What follows belongs to an exercise in optimizing a design on an open flow for small area, a short achievable clock period and few clock cycles; a production flow would make more cautious choices. At most, simulation tests tie the RTL to the original design; equivalence was not proved. Power figures rest on the tool's default switching activity, not on a simulated workload.

==> flow/design.v (excerpt) <==
module ung5_rxdec (
    input  wire        clk,
    input  wire        rst,
    input  wire        start,
    input  wire [7:0]  start_addr,
    input  wire [15:0] start_total,
    input  wire        rx_valid,
    input  wire [7:0]  rx_data,
    output wire        rx_ready,
    input  wire        tick,
    input  wire        dec_start,
    input  wire [5:0]  buf_idx,
    output wire [7:0]  buf_data,
    output wire [1:0]  rx_state,
    output wire [2:0]  rx_reason,
    output wire [6:0]  rx_len,
    output wire [3:0]  err_code,
    output wire        dec_valid,
    output wire [1:0]  dec_kind,
    output wire [1:0]  dec_why,
    output wire [1:0]  dec_class,
    output wire [7:0]  dec_addr,
    output wire [7:0]  dec_ctrl,
    output wire [7:0]  dec_length,
    output wire [7:0]  dec_opc,
    output wire [15:0] dec_crc,
    output wire        dec_etx_ok,
    output wire        dec_stop_ok,
    output wire        dec_addr_ok
);
    wire [31:0] head, tail;
    wire [15:0] crc;
    wire        crc_ready, start_ok;
    wire        dec_we;
    wire [3:0]  dec_err;
    ung5_rx u_rx (
        .clk(clk), .rst(rst),
        .start(start), .start_addr(start_addr), .start_total(start_total),
        .rx_valid(rx_valid), .rx_data(rx_data), .tick(tick),
        .buf_idx(buf_idx), .buf_data(buf_data),
        .rx_state(rx_state), .rx_reason(rx_reason), .rx_len(rx_len),
  ...
Size in the first run: about 620 flip-flops, roughly 27000 um2 of cells after synthesis.
Settings: LEC_CHECK=0, CAP_MARGIN=20, CORE_MARGIN=2, CORE_UTILIZATION=30, CTS_BUF_LIST=sky130_fd_sc_hd__clkbuf_4 sky130_fd_sc_hd__clkbuf_8, PLACE_DENSITY=0.5, SETUP_SLACK_MARGIN=2.5, SLEW_MARGIN=20; clock period 7.5 ns.
run.sh (not shown) runs the stock make flow with config.mk's settings and CLKGATE_MAP_FILE= SYNTH_SCRIPT=/design/flow/synth_recipe.tcl, a recipe that flattens the netlist after the stock synthesis.
Rerun with:
Settings changed: SETUP_SLACK_MARGIN 2.5 to 3.2.
Result:
- clock power rises by about 2%
- wire length rises by about 1.4%
- combinational power hardly moves
- non-clock buffer count rises by 38
- design area rises by 2.4%
- die area is unchanged
No functional check of the RTL was part of any run of this note.

* * *

ung5_rxdec, a different RTL version from the one above (not shown whole).
Size in the first run: about 1800 cells after synthesis, about 610 flip-flops, roughly 0.027 sq mm of cells after synthesis.
Settings: LEC_CHECK=0, CAP_MARGIN=20, CORE_MARGIN=2, CORE_UTILIZATION=30, CTS_BUF_LIST=sky130_fd_sc_hd__clkbuf_4 sky130_fd_sc_hd__clkbuf_8, PLACE_DENSITY=0.5, SETUP_SLACK_MARGIN=2.5, SLEW_MARGIN=20, SYNTH_HIERARCHICAL=1; clock period 7.5 ns.
standard.sh (not shown) runs the stock make flow with config.mk's settings and CLKGATE_MAP_FILE= SYNTH_SCRIPT=/design/flow/synth_recipe.tcl, a recipe that flattens the netlist after the stock synthesis.
==> flow/flow/run.sh <==
#!/bin/bash
# The standard layout (the standard.sh: standard synthesis, floorplan,
# placement, CTS, routing), with every input and output port buffered by
# sky130_fd_sc_hd__buf_2 instead of the cell buffer_ports picks by itself,
# and clock tree synthesis without dummy loads.
# make's full output goes to flow_make.log here; ORFS keeps each step's log
# under orfs/logs/.
set -euo pipefail
export BUFFER_PORTS_ARGS="-buffer_cell sky130_fd_sc_hd__buf_2"
export CTS_ARGS="-sink_clustering_enable -repair_clock_nets -dont_use_dummy_load -sink_clustering_size 32 -sink_clustering_max_diameter 80 -buf_list {sky130_fd_sc_hd__clkbuf_16}"
bash standard.sh > flow_make.log 2>&1
The baseline completed without violations.
Testbench counts at the start, summed over its fixed seeds: cycles 27,745.
Next try:
--- a/flow/flow/run.sh
+++ b/flow/flow/run.sh
@@ -9,3 +9,3 @@
 export BUFFER_PORTS_ARGS="-buffer_cell sky130_fd_sc_hd__buf_2"
-export CTS_ARGS="-sink_clustering_enable -repair_clock_nets -dont_use_dummy_load -sink_clustering_size 32 -sink_clustering_max_diameter 80 -buf_list {sky130_fd_sc_hd__clkbuf_16}"
+export CTS_ARGS="-sink_clustering_enable -repair_clock_nets -dont_use_dummy_load -buf_list {sky130_fd_sc_hd__clkbuf_4 sky130_fd_sc_hd__clkbuf_8}"
 bash standard.sh > flow_make.log 2>&1
After rerunning: Setup slack is worse by 0.0048 ns. Cell count came out higher by 1.9%. Routed wire length is higher by 1.7%. Clock-buffer cell count rose by 71. Power climbs by 9.5%.
Next try:
--- a/flow/flow/run.sh
+++ b/flow/flow/run.sh
@@ -9,3 +9,3 @@
 export BUFFER_PORTS_ARGS="-buffer_cell sky130_fd_sc_hd__buf_2"
-export CTS_ARGS="-sink_clustering_enable -repair_clock_nets -dont_use_dummy_load -buf_list {sky130_fd_sc_hd__clkbuf_4 sky130_fd_sc_hd__clkbuf_8}"
+export CTS_ARGS="-sink_clustering_enable -repair_clock_nets -dont_use_dummy_load -sink_clustering_size 24 -sink_clustering_max_diameter 60 -buf_list {sky130_fd_sc_hd__clkbuf_16}"
 bash standard.sh > flow_make.log 2>&1
--- a/flow/config.mk
+++ b/flow/config.mk
@@ -12,3 +12,3 @@
 export PLACE_DENSITY = 0.5
-export SETUP_SLACK_MARGIN = 2.5
+export SETUP_SLACK_MARGIN = 2.0
 export SLEW_MARGIN = 20
The new run completed with no timing, DRC or antenna violations. Clock power is lower by about 11%. Final area is lower by 3.6%. Area after synthesis is unchanged. Count of clock-buffer cells in the layout is lower by 57. Wire length is lower by about 2.5%. Worst hold slack improved by 0.039 ns. Global-route usage is lower by 0.38 points. Setup slack got worse by 0.26 ns. Total power is lower by 5.2%. Core utilization is lower by 1.3 points.

* * *

Starting RTL as in the previous note.
Settings: LEC_CHECK=0, CAP_MARGIN=20, CORE_MARGIN=2, CORE_UTILIZATION=30, CTS_BUF_LIST=sky130_fd_sc_hd__clkbuf_4 sky130_fd_sc_hd__clkbuf_8, PLACE_DENSITY=0.5, SETUP_SLACK_MARGIN=2.5, SLEW_MARGIN=20, SYNTH_HIERARCHICAL=1; clock period 7.5 ns.
==> flow/flow/run.sh <==
#!/bin/bash
# The standard layout (the standard.sh: standard synthesis, floorplan,
# placement, CTS, routing), with every input and output port buffered by
# sky130_fd_sc_hd__buf_2 instead of the cell buffer_ports picks by itself,
# and clock tree synthesis without dummy loads.
# make's full output goes to flow_make.log here; ORFS keeps each step's log
# under orfs/logs/.
set -euo pipefail
export BUFFER_PORTS_ARGS="-buffer_cell sky130_fd_sc_hd__buf_2"
export CTS_ARGS="-sink_clustering_enable -repair_clock_nets -dont_use_dummy_load -sink_clustering_size 16 -sink_clustering_max_diameter 50 -buf_list {sky130_fd_sc_hd__clkbuf_8}"
bash standard.sh > flow_make.log 2>&1
Testbench counts at the start, summed over its fixed seeds: cycles 27,745.
==> next run, changes <==
--- a/flow/flow/run.sh
+++ b/flow/flow/run.sh
@@ -9,3 +9,3 @@
 export BUFFER_PORTS_ARGS="-buffer_cell sky130_fd_sc_hd__buf_2"
-export CTS_ARGS="-sink_clustering_enable -repair_clock_nets -dont_use_dummy_load -sink_clustering_size 16 -sink_clustering_max_diameter 50 -buf_list {sky130_fd_sc_hd__clkbuf_8}"
+export CTS_ARGS="-sink_clustering_enable -repair_clock_nets -dont_use_dummy_load -sink_clustering_size 24 -sink_clustering_max_diameter 60 -buf_list {sky130_fd_sc_hd__clkbuf_16}"
 bash standard.sh > flow_make.log 2>&1
The new run went through all stages and came out clean; power rose by 4.3%; setup slack loses 31 ps; cell area goes up by 0.50%; die area stays the same; hold slack barely changes.
==> next run, changes <==
--- a/flow/flow/run.sh
+++ b/flow/flow/run.sh
@@ -9,3 +9,3 @@
 export BUFFER_PORTS_ARGS="-buffer_cell sky130_fd_sc_hd__buf_2"
-export CTS_ARGS="-sink_clustering_enable -repair_clock_nets -dont_use_dummy_load -sink_clustering_size 24 -sink_clustering_max_diameter 60 -buf_list {sky130_fd_sc_hd__clkbuf_16}"
+export CTS_ARGS="-sink_clustering_enable -repair_clock_nets -dont_use_dummy_load -sink_clustering_size 16 -sink_clustering_max_diameter 50 -buf_list {sky130_fd_sc_hd__clkbuf_8}"
 bash standard.sh > flow_make.log 2>&1
Settings changed: SETUP_SLACK_MARGIN 2.5 to 2.7.
The changed run finished clean.
Die area stays the same.
Combinational power rises by about 7%.
Hold slack degrades by 23 ps.
Worst setup slack improves by 36 ps.
Count of clock-buffer cells in the layout rises by 19.
Critical path depth does not change.
Non-clock buffer count rises by 21.
Register-to-register slack degrades by 80 ps.
Wire length rises by 3.1%.
Synthesized area does not change.

* * *

ung5_rxdec, a different RTL version from the one above (not shown whole).
For scale: ~130 I/O pins, roughly 27000 um2 of cells after synthesis.
export LEC_CHECK = 0
export CAP_MARGIN = 20
export CORE_MARGIN = 2
export CORE_UTILIZATION = 30
export PLACE_DENSITY = 0.5
export SETUP_SLACK_MARGIN = 2.2
export SLEW_MARGIN = 20
create_clock -name core_clock -period 7.5 [get_ports {clk}]
run.sh (not shown) runs the stock make flow with config.mk's settings and CLKGATE_MAP_FILE= SYNTH_SCRIPT=/design/flow/synth_recipe.tcl, a recipe that flattens the netlist after the stock synthesis.
Stock flow here: none of the scripts above is used.
Rerun with:
--- a/flow/config.mk
+++ b/flow/config.mk
@@ -7,0 +8 @@
+export ABC_CLOCK_PERIOD_IN_PS = 5000
@@ -10,0 +12 @@
+export CTS_BUF_LIST = sky130_fd_sc_hd__clkbuf_4 sky130_fd_sc_hd__clkbuf_8
Effect: Sequential share of layout area falls by 0.39 points; non-clock buffer count rises by 11; register-to-register slack gains 30 ps; final cell count rises by 2.5%; clock skew rises by 56 ps.
No run of this note included a check of the RTL's function; only the layout flow was run.

* * *

ung5_rxdec, a different RTL version from the one above (not shown whole).
For scale: roughly 1900 cells after synthesis, roughly 130 I/O pins, roughly 28000 sq um of cells after synthesis.
==> flow/config.mk <==
export PLATFORM = sky130hd
export DESIGN_NAME = ung5_rxdec
export DESIGN_NICKNAME = ung5_rxdec
export VERILOG_FILES = /design/flow/design.v
export SDC_FILE = /design/flow/constraint.sdc
export NUM_CORES = 4
export LEC_CHECK = 0
export CAP_MARGIN = 20
export CORE_MARGIN = 2
export CORE_UTILIZATION = 30
export CTS_BUF_LIST = sky130_fd_sc_hd__clkbuf_4 sky130_fd_sc_hd__clkbuf_8
export PLACE_DENSITY = 0.5
export SETUP_SLACK_MARGIN = 2.5
export SLEW_MARGIN = 20
export SYNTH_HIERARCHICAL = 1
==> flow/constraint.sdc <==
create_clock -name core_clock -period 7.5 [get_ports {clk}]
set_input_delay 1.5000 -clock core_clock [delete_from_list [all_inputs] [get_ports {clk}]]
set_output_delay 1.5000 -clock core_clock [all_outputs]
set_load 0.01 [all_outputs]
The baseline finished with timing, DRC and antenna clean.
Testbench counts at the start, summed over its fixed seeds: cycles 28,368.
Then changed:
==> flow/flow/run.sh (new file) <==
#!/bin/bash
# The standard layout (the standard.sh: standard synthesis, floorplan,
# placement, CTS, routing), with every input and output port buffered by
# sky130_fd_sc_hd__buf_2 instead of the cell buffer_ports picks by itself.
# make's full output goes to flow_make.log here; ORFS keeps each step's log
# under orfs/logs/.
set -euo pipefail
export BUFFER_PORTS_ARGS="-buffer_cell sky130_fd_sc_hd__buf_2"
bash standard.sh > flow_make.log 2>&1
==> flow/standard.sh (new file) <==
#!/bin/bash
# synth_recipe.tcl (not shown) runs the flow's synth.tcl, then flattens the netlist and writes it again
# the make line also repeats each setting of config.mk as NAME=value (left out here)
make -C /OpenROAD-flow-scripts/flow DESIGN_CONFIG=/design/flow/config.mk WORK_HOME=/design/flow/orfs CLKGATE_MAP_FILE= SYNTH_SCRIPT=/design/flow/synth_recipe.tcl "${@:-finish}"
removed: flow/run.sh
Outcome: Core utilization went down by 0.95 points; design area goes down by a few percent; sequential cell count does not change; total power goes up slightly; setup slack is worse by 0.037 ns; wire length is lower slightly; synthesized cell count does not change.
Then changed:
==> flow/run.sh (new file) <==
#!/bin/bash
# synth_recipe.tcl (not shown) runs the flow's synth.tcl, then flattens the netlist and writes it again
# the make line also repeats each setting of config.mk as NAME=value (left out here)
make -C /OpenROAD-flow-scripts/flow DESIGN_CONFIG=/design/flow/config.mk WORK_HOME=/design/flow/orfs CLKGATE_MAP_FILE= SYNTH_SCRIPT=/design/flow/synth_recipe.tcl finish
--- a/flow/config.mk
+++ b/flow/config.mk
@@ -15 +14,0 @@
-export SYNTH_HIERARCHICAL = 1
removed: flow/flow/run.sh
removed: flow/standard.sh
After rerunning: The new run finished clean. Clock-buffer cell count went up by 3. Setup slack gets worse by 0.17 ns. Wire length stays flat. Design area decreases slightly. Non-clock buffer count rises by 42. Synthesized cell count goes down by a little under a tenth.

[port drivers added, routing unchanged]
In the flow no input, the clock included, has a driving cell. The finished layouts below were timed again as built, in two steps.
Step 1, drivers: a clkbuf_16 drives clk and a buf_2 each remaining input, both assumed.
Step 2 moves the port delays by t, midway between the first and last clock arrival at a register: inputs arrive t later, outputs are due t later. That takes back most of the time a late clock gives input paths.
Slacks: ideal / step 1 / step 2; pairs: ideal / step 1.
run	shift t [ns]	slack for setup (ns)	slew at the worst register clock pin (ns)	cell pins on the clock port's net
the first run of note 1	0.780	1.925 / 1.840 / 1.840	0.07 / 0.07	1
the second run of note 1	0.770	1.928 / 1.833 / 1.833	0.08 / 0.08	1
the first run of note 2	0.656	2.373 / 2.141 / 2.141	0.13 / 0.13	1
the second run of note 2	0.753	2.368 / 2.163 / 2.163	0.07 / 0.07	1
the third run of note 2	0.641	2.113 / 2.047 / 2.047	0.10 / 0.10	1
the first run of note 3	0.731	2.331 / 2.145 / 2.145	0.10 / 0.10	1
the second run of note 3	0.630	2.300 / 2.103 / 2.103	0.09 / 0.09	1
the third run of note 3	0.742	2.335 / 2.127 / 2.127	0.10 / 0.10	1
the first run of note 4	0.655	1.212 / 1.158 / 1.158	0.07 / 0.07	1
the second run of note 4	0.781	1.157 / 1.094 / 1.094	0.07 / 0.07	1
the first run of note 5	0.769	2.306 / 2.246 / 2.246	0.06 / 0.06	1
the second run of note 5	0.785	2.268 / 2.212 / 2.212	0.07 / 0.07	1
the third run of note 5	0.786	2.100 / 2.048 / 1.871	0.07 / 0.07	1
After both steps every run listed still meets setup and hold. For the first run of note 2, which loses most, drivers alone change the setup slack by -0.232 ns; drivers and shift together by -0.232 ns.
